This is an optimization exercise on Yosys and OpenROAD, whose aim is small area, not a production implementation.
The RTL was checked by simulation tests, not by an equivalence proof against the original design.
Power and IR drop assume default switching activity.

### flow/config.mk
export PLATFORM = sky130hd
export DESIGN_NAME = reflow_link
export DESIGN_NICKNAME = reflow_link
export VERILOG_FILES = /design/flow/design.v
export SDC_FILE = /design/flow/constraint.sdc
export NUM_CORES = 4
export LEC_CHECK = 0
export CAP_MARGIN = 20
export CORE_MARGIN = 2
export CORE_UTILIZATION = 60
export CTS_BUF_LIST = sky130_fd_sc_hd__clkbuf_8
export CTS_CLUSTER_DIAMETER = 60
export CTS_CLUSTER_SIZE = 20
export PLACE_DENSITY = 0.75
export SLEW_MARGIN = 20
### flow/constraint.sdc
create_clock -name core_clock -period 10.0 [get_ports {clk}]
set_input_delay 2.0000 -clock core_clock [delete_from_list [all_inputs] [get_ports {clk}]]
set_output_delay 2.0000 -clock core_clock [all_outputs]
set_load 0.01 [all_outputs]
### flow/design.v
module reflow_link (
    input  wire        clk,
    input  wire        rst,
    input  wire        rx_valid,
    input  wire [7:0]  rx_data,
    output wire        rx_ready,
    input  wire        cmd_valid,
    input  wire [3:0]  cmd_op,
    input  wire [63:0] cmd_arg,
    output wire        cmd_ready,
    output wire        resp_valid,
    output wire [1:0]  resp_err,
    output wire [32:0] resp_data,
    output wire [6:0]  resp_count,
    output wire        tx_valid,
    output wire [7:0]  tx_data,
    output reg         telem_valid,
    output wire [7:0]  telem_mode,
    output wire [7:0]  telem_runmode,
    output wire [7:0]  telem_stage,
    output wire        telem_fan,
    output wire        telem_lamp,
    output wire [31:0] telem_temp1,
    output wire [31:0] telem_temp2,
    output wire [2:0]  telem_err
);
    localparam [3:0] OP_SENDMODE   = 4'd1;
    localparam [3:0] OP_SENDPROF   = 4'd2;
    localparam [3:0] OP_WCLEAR     = 4'd3;
    localparam [3:0] OP_WSNAP      = 4'd4;
    localparam [3:0] OP_SCUR       = 4'd5;
    localparam [3:0] OP_CONNECT    = 4'd6;
    localparam [3:0] OP_DISCONNECT = 4'd7;
    localparam [3:0] ST_SEEK1 = 4'd0;
    localparam [3:0] ST_SEEK2 = 4'd1;
    localparam [3:0] ST_LAST  = 4'd14;
    reg         link;
    reg  [3:0]  st;
    reg  [7:0]  f_mode, f_runmode, f_stage;
    reg         f_fan, f_lamp;
    reg  [31:0] f_t1;
    reg  [23:0] f_t2;
    reg         s_valid;
    reg  [7:0]  s_mode, s_runmode, s_stage;
    reg         s_fan, s_lamp;
    reg  [6:0]  wcnt;
    reg  [5:0]  q;
    reg  [64*33-1:0] ring;
    reg         wpend;
    reg  [1:0]  acnt;
    reg         acar;
    reg         pend;
    reg  [2:0]  r_k;
    reg  [3:0]  tx_st;
    reg         tx_prof;
    reg  [63:0] tx_arg;
    wire tx_idle = (tx_st == 4'd0);
    wire op_conn = (cmd_op == OP_CONNECT) || (cmd_op == OP_DISCONNECT);
    wire op_send = (cmd_op == OP_SENDMODE) || (cmd_op == OP_SENDPROF);
    wire op_snap = (cmd_op == OP_WSNAP);
    wire op_resv = (cmd_op == 4'd0) || cmd_op[3];
    wire snap_in = ({1'b0, cmd_arg[7:0]} < {2'b00, wcnt});
    wire [5:0] q_inc = q + 6'd1;
    wire snap_at = (q_inc == cmd_arg[5:0]);
    assign cmd_ready = !wpend && tx_idle && (!op_snap || !snap_in || snap_at);
    wire cmd_fire = cmd_valid && cmd_ready;
    assign rx_ready  = !wpend && !cmd_valid;
    wire rx_fire  = rx_valid && rx_ready;
    wire new_conn = cmd_fire && op_conn;
    wire wclear   = cmd_fire && (op_conn || cmd_op == OP_WCLEAR);
    wire rx_live = rx_fire && link;
    wire commit  = rx_live && (st == ST_LAST);
    always @(posedge clk) begin
        if (rst)
            link <= 1'b0;
        else if (new_conn)
            link <= (cmd_op == OP_CONNECT);
    end
    always @(posedge clk) begin
        if (rst || new_conn)
            st <= ST_SEEK1;
        else if (rx_live) begin
            case (st)
                ST_SEEK1: st <= (rx_data == 8'hFA) ? ST_SEEK2 : ST_SEEK1;
                ST_SEEK2: st <= (rx_data == 8'hAF) ? 4'd2 :
                                (rx_data == 8'hFA) ? ST_SEEK2 : ST_SEEK1;
                ST_LAST:  st <= ST_SEEK1;
                default:  st <= st + 4'd1;
            endcase
        end
    end
    wire [8:0] add_c;
    wire [8:0] add_o;
    wire adding = wpend && (acnt != 2'd3);
    assign add_c[0] = acar && (acnt != 2'd0);
    genvar gi;
    generate
        for (gi = 0; gi < 8; gi = gi + 1) begin : g_add
            assign add_o[gi]   = f_t1[gi] ^ f_t2[gi] ^ add_c[gi];
            assign add_c[gi+1] = (f_t1[gi] & f_t2[gi]) | (add_c[gi] & (f_t1[gi] ^ f_t2[gi]));
        end
    endgenerate
    assign add_o[8] = add_c[8];
    always @(posedge clk) begin
        if (rx_live) begin
            case (st)
                4'd2, ST_LAST: f_mode <= rx_data;
                4'd3:  f_runmode <= rx_data;
                4'd4:  f_stage   <= rx_data;
                4'd5:  f_fan     <= (rx_data != 8'd0);
                4'd6:  f_lamp    <= (rx_data != 8'd0);
                default: ;
            endcase
        end
    end
    always @(posedge clk) begin
        if (adding)
            f_t1 <= {add_o[7:0], f_t1[31:8]};
        else if (rx_live && (st >= 4'd7) && (st <= 4'd10))
            f_t1 <= {rx_data, f_t1[31:8]};
    end
    always @(posedge clk) begin
        if (adding)
            f_t2 <= {f_mode, f_t2[23:8]};
        else if (rx_live && (st >= 4'd11) && (st <= 4'd13))
            f_t2 <= {rx_data, f_t2[23:8]};
    end
    always @(posedge clk) begin
        if (adding)
            acar <= add_o[8];
    end
    always @(posedge clk) begin
        if (commit)
            acnt <= 2'd0;
        else if (adding)
            acnt <= acnt + 2'd1;
    end
    always @(posedge clk) begin
        if (rst || new_conn)
            s_valid <= 1'b0;
        else if (commit)
            s_valid <= 1'b1;
    end
    always @(posedge clk) begin
        if (commit) begin
            s_mode    <= f_mode;
            s_runmode <= f_runmode;
            s_stage   <= f_stage;
            s_fan     <= f_fan;
            s_lamp    <= f_lamp;
        end
    end
    always @(posedge clk) begin
        if (rst)
            telem_valid <= 1'b0;
        else
            telem_valid <= commit;
    end
    assign telem_mode    = s_mode;
    assign telem_runmode = s_runmode;
    assign telem_stage   = s_stage;
    assign telem_fan     = s_fan;
    assign telem_lamp    = s_lamp;
    assign telem_temp1   = f_t1;
    assign telem_temp2   = {f_mode, f_t2};
    assign telem_err     = {s_stage > 8'd5, s_runmode > 8'd2, s_mode > 8'd3};
    wire [32:0] sample = {add_o, f_t1[31:8]};
    wire        wr_hit = wpend && !adding && (q == wcnt[5:0]);
    wire        full   = wcnt[6];
    always @(posedge clk)
        ring <= {wr_hit ? sample : ring[32:0], ring[64*33-1:33]};
    always @(posedge clk)
        q <= (wr_hit && full) ? 6'd0 : q_inc;
    always @(posedge clk) begin
        if (rst || wclear)
            wcnt <= 7'd0;
        else if (wr_hit && !full)
            wcnt <= wcnt + 7'd1;
    end
    always @(posedge clk) begin
        if (rst)
            wpend <= 1'b0;
        else if (commit)
            wpend <= 1'b1;
        else if (wr_hit)
            wpend <= 1'b0;
    end
    always @(posedge clk)
        r_k <= {op_snap,
                (op_snap && snap_in) || (cmd_op == OP_SCUR) || op_resv,
                (op_send && !link) || op_resv};
    wire r_wait = r_k[2] && r_k[1];
    wire r_sess = (r_k == 3'b010);
    assign resp_valid = pend;
    always @(posedge clk) begin
        if (rst)
            pend <= 1'b0;
        else
            pend <= cmd_fire;
    end
    wire [26:0] sess_word = {1'b1, s_lamp, s_fan, s_stage, s_runmode, s_mode};
    assign resp_err   = {r_k[0], r_k[0] && r_k[1]};
    assign resp_count = r_k[2] ? wcnt : 7'd0;
    assign resp_data  = (r_wait ? ring[32:0] : 33'd0) |
                        {6'd0, (r_sess && s_valid) ? sess_word : 27'd0};
    wire tx_ld   = cmd_fire && link && op_send;
    wire tx_ldp  = tx_ld && cmd_op[1];
    wire tx_wrap = (tx_st != 4'd0) && (tx_st <= 4'd3);
    always @(posedge clk) begin
        if (rst) begin
            tx_st   <= 4'd9;
            tx_prof <= 1'b0;
        end else if (tx_ld) begin
            tx_st   <= 4'd1;
            tx_prof <= cmd_op[1];
        end else if (!tx_idle)
            tx_st <= (tx_st == (tx_prof ? 4'd11 : 4'd5)) ? 4'd0 : tx_st + 4'd1;
    end
    always @(posedge clk)
        tx_arg <= {(tx_wrap ? tx_arg[7:0] : 8'd0), tx_arg[63:8]} |
                  {{8{tx_ldp}} & cmd_arg[39:32], {8{tx_ldp}} & cmd_arg[31:24],
                   {8{tx_ldp}} & cmd_arg[23:16], {8{tx_ld}}  & cmd_arg[15:8],
                   {8{tx_ld}}  & cmd_arg[7:0],   {8{tx_ldp}} & cmd_arg[63:56],
                   {8{tx_ldp}} & cmd_arg[55:48], {8{tx_ldp}} & cmd_arg[47:40]};
    assign tx_valid = !tx_idle && (tx_prof || !tx_st[3]);
    assign tx_data  = (tx_st == 4'd1) ? 8'hFA :
                      (tx_st == 4'd2) ? 8'hAF :
                      (tx_st == 4'd3) ? {6'd0, tx_prof, !tx_prof} :
                      tx_arg[7:0];
endmodule
### flow/flow/run.sh
#!/bin/bash
# Standard ORFS layout (the standard.sh) with two changes:
#  - ports are buffered with sky130_fd_sc_hd__buf_1 instead of the resizer's default choice;
#  - clock tree synthesis runs without dummy loads.
# All tool output goes to make.log in the work folder (ORFS keeps per-step logs under orfs/logs).
set -euo pipefail
export BUFFER_PORTS_ARGS="-buffer_cell sky130_fd_sc_hd__buf_1"
export CTS_ARGS="-sink_clustering_enable -repair_clock_nets -dont_use_dummy_load -buf_list sky130_fd_sc_hd__clkbuf_8 -sink_clustering_size 20 -sink_clustering_max_diameter 80"
bash standard.sh > make.log 2>&1
### flow/standard.sh
#!/bin/bash
# synth_recipe.tcl (not shown) runs the flow's synth.tcl, then flattens the netlist and writes it again
# the make line also repeats each setting of config.mk as NAME=value (left out here)
make -C /OpenROAD-flow-scripts/flow DESIGN_CONFIG=/design/flow/config.mk WORK_HOME=/design/flow/orfs CLKGATE_MAP_FILE= SYNTH_SCRIPT=/design/flow/synth_recipe.tcl "${@:-finish}"
==> results of run 1 <==
==> power by group <==
| part | internal, uW | total [uW] | leakage (uW) | switching (uW) |
|---|---|---|---|---|
| clock | 1230 | 3680 | 0.000971 | 2450 |
| combinational | 48.9 | 104 | 0.00226 | 54.9 |
| sequential | 9300 | 9320 | 0.0188 | 21.2 |
==> registers in the layout, indices dropped and copies added (netlist names), 2 cells and up <==
register,count
acnt,2
tx_st,4
s_runmode,8
r_k,3
wcnt,7
f_stage,8
s_stage,8
f_mode,8
f_t1,32
tx_arg,64
f_t2,24
ring,2112
q,6
st,4
s_mode,8
f_runmode,8
==> final cells by class <==
| class | count | share of cell area |
|---|---|---|
| multi-input combinational | 475 | 0.0565 |
| clock buffer | 135 | 0.0339 |
| antenna | 7 | 0.000319 |
| sequential | 2317 | 0.865 |
| tap | 1134 | 0.0258 |
| inverter | 27 | 0.00185 |
| timing repair buffer | 233 | 0.0167 |
==> through the flow <==
stage                     hold WS (ps)  power (uW)  cells  instance area, um^2   util
after global routing               298       13500   4323                54900  0.656
after CTS                          290       13200   4320                54800  0.655
final                              294       13100   4328                54900  0.656
after floorplan                    310        9600   2852                50800      -
after detailed placement           312        9640   4185                53000  0.633
after global placement             311        9630   4185                53000  0.633
==> cells by family (layout without fill, tap and decap cells) <==
family	count (synthesis)	count (layout)	share of synthesized area
flip-flops	2317	2317	0.935
AND/OR/NAND/NOR	267	267	0.0242
AO/OA/AOI/OAI	150	150	0.0216
buffers and inverters	60	395	0.00527
adder cells (fa/ha/maj)	29	29	0.00828
XOR/XNOR	27	27	0.00522
multiplexers	2	2	0.000419
other	0	7	0
==> worst min-delay path by stage <==
stage               slack, ps    endpoint  cells after the start
finish                    290  ring[1376]                      0
global placement          310  ring[1810]                      0
detailed placement        310  ring[1107]                      0
global route              300  ring[1913]                      0
CTS                       290  ring[1999]                      0
floorplan                 310     ring[0]                      0
==> critical path: cells and delay by family <==
kind	cells	cell delay, ps
AOI/OAI and AO/OA	2	730
buffers and inverters	2	380
and+or+nand+nor	2	890
==> layout by cell type, fill, tap and decap left out, types with 3 or more instances in the layout <==
cell type and n:
dfxtp_1 2208, buf_1 227, nand2_1 152, clkbuf_8 135, edfxtp_1 109, a21o_1 61, a22o_1 34, nor2_1 31
inv_1 25, a21oi_1 21, ha_1 20, xor2_1 14, nand3_1 13, and2_1 13, o21ai_0 11, xnor2_1 11
and3_1 9, fa_1 8, diode_2 7, nand4_1 7, nor3_1 7, nor4_1 6, nand2b_1 5, buf_4 5
nor2b_1 4, o21bai_1 4, nor3_4 3, a211oi_1 3, or3_1 3
==> metal layers <==
layer | global-route usage | vias up
met5 | 0 | -
met2 | 0.268 | 534
met1 | 0.286 | 9441
li1 | - | 9638
met4 | 0.0535 | 16
met3 | 0.0551 | 151
==> run_results.csv, run 1 <==
group,metric,value,unit
global_routing,overflow,0,
yosys,synth_top_area_frac,0.871,
worst_setup_path,rr_worst_depth,15,
finish,multi_input_area,3100,um^2
yosys,avgSynthCellArea,17.8,um^2
placement,dpl.hpwl,51700,um
cts,cts_buffers,135,
global_routing,globalRouteTotalUtil,0.190,
pwr,vdd_drop_max,0.141,mV
cts,clk_latency,810,ps
yosys,synth_ff_type,"dfxtp_1",
detailed_routing,highest_layer,"met5",
detailed_routing,wl_met1,40700,um
finish,area_delta_synth_final,8.11,%
yosys,synthArstFlopShare,0,
yosys,synth_edf_count,109,
yosys,syn-instance-count,2852,
finish,n_fill_cell,5527,
cts,clk_path_buf_depth,3,
worst_setup_path,crit_end,"cmd_ready",
detailed_routing,met3_length,5440,um
cts,clkSlewWorstSetupHoldPaths,110,ps
finish,seqCellArea,47500,um^2
floorplanning,row_count,106,
finish,design.final.nets,3297,
worst_setup_path,endpoint_kind,"output pin",
sta,setup_violations,0,
worst_setup_path,startpoint,"cmd_op[0]",
sta,finalCritPeriodShare,0.600,
placement,portBuffers,227,
yosys,seq_area_frac_synth,0.935,
yosys,synth_warnings,1,
yosys,synth_most_common_cell,"dfxtp_1",
worst_setup_path,worstReg2RegEnd,"f_t1[31]",
sta,max_slew_margin,0.275,
hold_path,hp-start,"ring[1409]",
status,outcome,"finished clean",
sta,slew_violations,0,
yosys,synth_area_leader_cell,"dfxtp_1",
worst_setup_path,crit_path_max_incr_delay,780,ps
floorplanning,io_pins,228,
sta,worst_pin_slew,1080,ps
yosys,synth_cell_types,54,
worst_setup_path,crit_path_start_kind,"input pin",
flow_run,maxCapViolCount,0,
detailed_routing,ant_nets,0,
sta,fmax,167,MHz
placement,gp_congestion,0.855,
worst_setup_path,crit_chain,"buf_1, nor4b_1, o211ai_1, a221oi_1, nor3_1, buf_1",
detailed_routing,dr_wl_met2,33200,um
finish,drive_gt1_frac,0.0486,
floorplanning,start_util,0.607,
sta,fin_ws,4000,ps
cts,cts_hold_buf,0,
cts,tritoncts,"built",
detailed_routing,drt_wl_total,81100,um
global_routing,antenna_found_initial,18,
yosys,synth_common_cells,"2208 x dfxtp_1, 153 x nand2_1, 109 x edfxtp_1",
worst_setup_path,slowest_stage,"nor4b_1",
detailed_routing,vias,19800,
placement,pre_cts_ws,3840,ps
yosys,ys_top_cells_by_area,"dfxtp_1 87%, edfxtp_1 6.4%, nand2_1 1.1%, a21o_1 0.90%, a22o_1 0.59%",
yosys,ys_seq_elements,2317,
cts,cts_num_sinks,2317,
worst_setup_path,worstSetupPathType,"in2out",
sta,period_minus_slack,6000,ps
hold_path,hold_class,"reg2reg",
sta,rsz0062_at_grt,"no",
detailed_routing,wl_per_cell,18.7,um
worst_setup_path,r2r_start,"acnt[0]",
detailed_routing,firstDrtPassIters,5,
sta,finalClockSkew,86.9,ps
floorplanning,die_w,295,um
floorplanning,dieArea,87000,um^2
cts,cts_setup_buffers,0,
worst_setup_path,required,8000,ps
sta,finalHoldViolations,0,
pwr,leakagePower,0.0220,uW
worst_setup_path,crit_top_cell,"buf_1",
cts,clockRootBuffer,"clkbuf_8",
worst_setup_path,regToRegSetupSlack,5610,ps
cts,htree_levels,4,
pwr,cellPowerDensity,239,nW/um^2
detailed_routing,routed_via_density,4.57,
yosys,syn_area,50800,um^2
detailed_routing,drc,0,
sta,finalSetupTns,0,ps
cts,cts_resized,0,
floorplanning,core,83700,um^2
global_routing,grt_pass1_vias,20400,
detailed_routing,first_iter_violations,1082,
global_routing,grt_max_degree,40,
floorplanning,dieHeight,295,um
yosys,synth_fp_nets,2960,
worst_setup_path,path_max_fanout,7,
worst_setup_path,cp.arrival,4000,ps
global_routing,grt_pass1_wl,123000,um
==> run 2, diff against run 1 <==
--- a/flow/config.mk
+++ b/flow/config.mk
@@ -9,7 +9,7 @@
 export CORE_MARGIN = 2
 export CORE_UTILIZATION = 60
 export CTS_BUF_LIST = sky130_fd_sc_hd__clkbuf_8
-export CTS_CLUSTER_DIAMETER = 60
+export CTS_CLUSTER_DIAMETER = 80
 export CTS_CLUSTER_SIZE = 20
 export PLACE_DENSITY = 0.75
 export SLEW_MARGIN = 20
==> run 2 against run 1 <==
Compared with the run above: cell count unchanged; utilization unchanged; worst setup slack is the same; routed wire length unchanged; critical path depth stayed put; critical endpoint unchanged; count of clock-buffer cells in the layout unchanged; non-clock buffer count is the same.
==> run_results.csv, run 2 <==
group,metric,value,unit
worst_setup_path,crit_chain,"buf_1, nor4b_1, o211ai_1, a221oi_1, nor3_1, buf_1",
sta,period_minus_slack,6000,ps
pwr,p_int,10600,uW
cts,htree_levels,4,
global_routing,grt_pass1_wl,123000,um
yosys,synth_cell_types,54,
pwr,pwr-share-seq,0.711,
sta,rsz0062_at_grt,"no",
worst_setup_path,startpoint,"cmd_op[0]",
detailed_routing,routed_via_density,4.57,
placement,gp_congestion,0.855,
worst_setup_path,crit_end,"cmd_ready",
global_routing,overflow,0,
cts,cts_hold_buf,0,
cts,clockRootBuffer,"clkbuf_8",
yosys,synth_top_area_frac,0.871,
hold_path,min_path_cells,0,
global_routing,grt_max_degree,40,
placement,dpl.hpwl,51700,um
yosys,synth_fp_nets,2960,
sta,fmax,167,MHz
worst_setup_path,cp.arrival,4000,ps
sta,fin_ws,4000,ps
sta,finalCritPeriodShare,0.600,
cts,cts_resized,0,
yosys,ys_top_cells_by_area,"dfxtp_1 87%, edfxtp_1 6.4%, nand2_1 1.1%, a21o_1 0.90%, a22o_1 0.59%",
pwr,comb_power_share,0.008,
yosys,synthSimpleGateAreaFrac,0.0242,
detailed_routing,first_iter_violations,1082,
detailed_routing,ant_nets,0,
worst_setup_path,cpLargestDelayFamily,"simple AND/OR/NAND/NOR gates",
yosys,synth_common_cells,"2208 x dfxtp_1, 153 x nand2_1, 109 x edfxtp_1",
worst_setup_path,crit_path_start_kind,"input pin",
finish,final_cell_mix,"2208 x dfxtp_1, 227 x buf_1, 152 x nand2_1",
finish,drive_gt1_frac,0.0486,
cts,cts_num_sinks,2317,
worst_setup_path,slowest_stage,"nor4b_1",
cts,cts_setup_buffers,0,
sta,finalHoldViolations,0,
finish,largest_register_ffs,2112,
finish,design.final.nets,3297,
yosys,synth_warnings,1,
yosys,ys_seq_elements,2317,
hold_path,hold_class,"reg2reg",
worst_setup_path,cp.depth,6,
cts,clkSlewWorstSetupHoldPaths,110,ps
placement,portBuffers,227,
worst_setup_path,crit_top_cell,"buf_1",
floorplanning,dieArea,87000,um^2
floorplanning,start_util,0.607,
detailed_routing,wl_per_cell,18.7,um
worst_setup_path,path_max_fanout,7,
cts,clk_latency,810,ps
yosys,synth_top_family_by_area,"simple AND/OR/NAND/NOR gates",
yosys,synth_most_common_cell,"dfxtp_1",
floorplanning,dieHeight,295,um
floorplanning,row_count,106,
finish,n_fill_cell,5527,
pwr,swShare,0.193,
pwr,clkPwrFrac,0.281,
worst_setup_path,worstSetupPathType,"in2out",
finish,seqCellArea,47500,um^2
yosys,synth_edf_count,109,
flow_run,maxCapViolCount,0,
sta,setup_violations,0,
yosys,synthMuxAreaShare,0.000419,
cts,cts_buffers,135,
detailed_routing,drc,0,
detailed_routing,firstDrtPassIters,5,
pwr,power_switching,2530,uW
yosys,synth_ff_type,"dfxtp_1",
yosys,syn-instance-count,2852,
yosys,synth-xor-area-share,0.00522,
worst_setup_path,r2r_start,"acnt[0]",
finish,multi_input_area,3100,um^2
cts,tritoncts,"built",
yosys,syn_area,50800,um^2
worst_setup_path,regToRegSetupSlack,5610,ps
cts,clk_path_buf_depth,3,
global_routing,grt_pass1_vias,20400,
global_routing,antenna_found_initial,18,
detailed_routing,drt_wl_total,81100,um
floorplanning,io_pins,228,
pwr,leakagePower,0.0220,uW
yosys,seq_area_frac_synth,0.935,
sta,worst_pin_slew,1080,ps
yosys,synth_compound_gate_area_share,0.0216,
yosys,synth_adder_area_share,0.00828,
status,outcome,"finished clean",
global_routing,globalRouteTotalUtil,0.190,
sta,finalSetupTns,0,ps
worst_setup_path,rr_worst_depth,15,
floorplanning,core,83700,um^2
finish,area_delta_synth_final,8.11,%
yosys,avgSynthCellArea,17.8,um^2
placement,pre_cts_ws,3840,ps
pwr,power,13100,uW
worst_setup_path,endpoint_kind,"output pin",
finish,largest_registers,"ring (2112), tx_arg (64), f_t1 (32)",
sta,slew_violations,0,
sta,finalClockSkew,86.9,ps
pwr,cellPowerDensity,239,nW/um^2
worst_setup_path,crit_path_max_incr_delay,780,ps
worst_setup_path,required,8000,ps
floorplanning,die_w,295,um
worst_setup_path,cp_num_buf_inv,2,
detailed_routing,vias,19800,
pwr,vdd_drop_max,0.141,mV
hold_path,hp-start,"ring[1409]",
yosys,synthArstFlopShare,0,
finish,final_common_cell,"dfxtp_1",
sta,max_slew_margin,0.275,
finish,top_register,"ring",
yosys,synth_area_leader_cell,"dfxtp_1",
worst_setup_path,worstReg2RegEnd,"f_t1[31]",
run 2: cell counts after synthesis:
Identical to the previous run, type by type.
run 2: logic make-up after synthesis:
kind of cell,after synthesis
AND/OR/NAND/NOR,267
multiplexers,2
buffers and inverters,60
XOR/XNOR,27
AO/OA/AOI/OAI,150
adder cells (fa/ha/maj),29
flip-flops,2317
run 2: per-stage QoR:
step                      instance area, um^2  utilization  hold WS, ps  std cells
after floorplan                         50800            -          310       2852
after detailed placement                53000        0.633          312       4185
after global routing                    54900        0.656          298       4323
final                                   54900        0.656          294       4328
after global placement                  53000        0.633          311       4185
after CTS                               54800        0.655          290       4320
run 2: final cells by class:
class,instances,area share
Sequential cell,2317,0.865
Multi-Input combinational cell,475,0.0565
Clock buffer,135,0.0339
Tap cell,1134,0.0258
Timing Repair Buffer,233,0.0167
Inverter,27,0.00185
Antenna cell,7,0.000319
run 2: layer usage:
metal,vias up,global-route usage,share of wire
met5,-,0,0.0011
met4,16,0.0535,0.020
met3,151,0.0551,0.067
met2,534,0.268,0.41
met1,9441,0.286,0.50
li1,9638,-,-
run 2: worst min path at each step:
| stage | end | slack [ps] |
|---|---|---|
| after floorplan | ring[0] | 310 |
| after global placement | ring[1810] | 310 |
| after detailed placement | ring[1107] | 310 |
| after CTS | ring[1999] | 290 |
| after global routing | ring[1913] | 300 |
| final | ring[1376] | 290 |
run 2: worst register-to-register path, stage by stage, from the launching register on:
cell,delay [ps]
dfxtp_1,340
inv_1,80
ha_1,140
nor2b_1,150
fa_1,430
fa_1,390
fa_1,410
fa_1,390
fa_1,510
inv_1,120
fa_1,170
inv_1,50
fa_1,350
inv_1,80
fa_1,430
o21ai_0,160
run 2: power groups by stage:
stage | combinational [uW] | sequential, uW | clock (uW)
floorplan | 75.9 | 9520 | 0
global placement | 101 | 9530 | 0
detailed placement | 104 | 9530 | 0
CTS | 104 | 9320 | 3790
global route | 115 | 9330 | 4100
finish | 104 | 9320 | 3680

-- port drivers added, routing unchanged --
No port has a modelled driver above. Below, the same layouts with a new extraction and two added sets of constraints. Step 1: set_driving_cell puts a clkbuf_16 on clk and a buf_2 on each other input, an assumption about the parent block. Step 2 moves the port delays by t, midway between the first and last clock arrival at a register: inputs arrive t later, outputs are due t later. That takes back most of the time a late clock gives input paths. Three values: ideal, step 1, step 2; two values: the first two.
run	t (ns)	setup slack, ns	hold slack, ns	worst setup path at the end
run 1	0.829	3.998 / 3.973 / 3.973	0.294 / 0.294 / 0.294	input to output
run 2	0.829	3.998 / 3.973 / 3.973	0.294 / 0.294 / 0.294	input to output
After both steps every run listed still meets setup and hold.
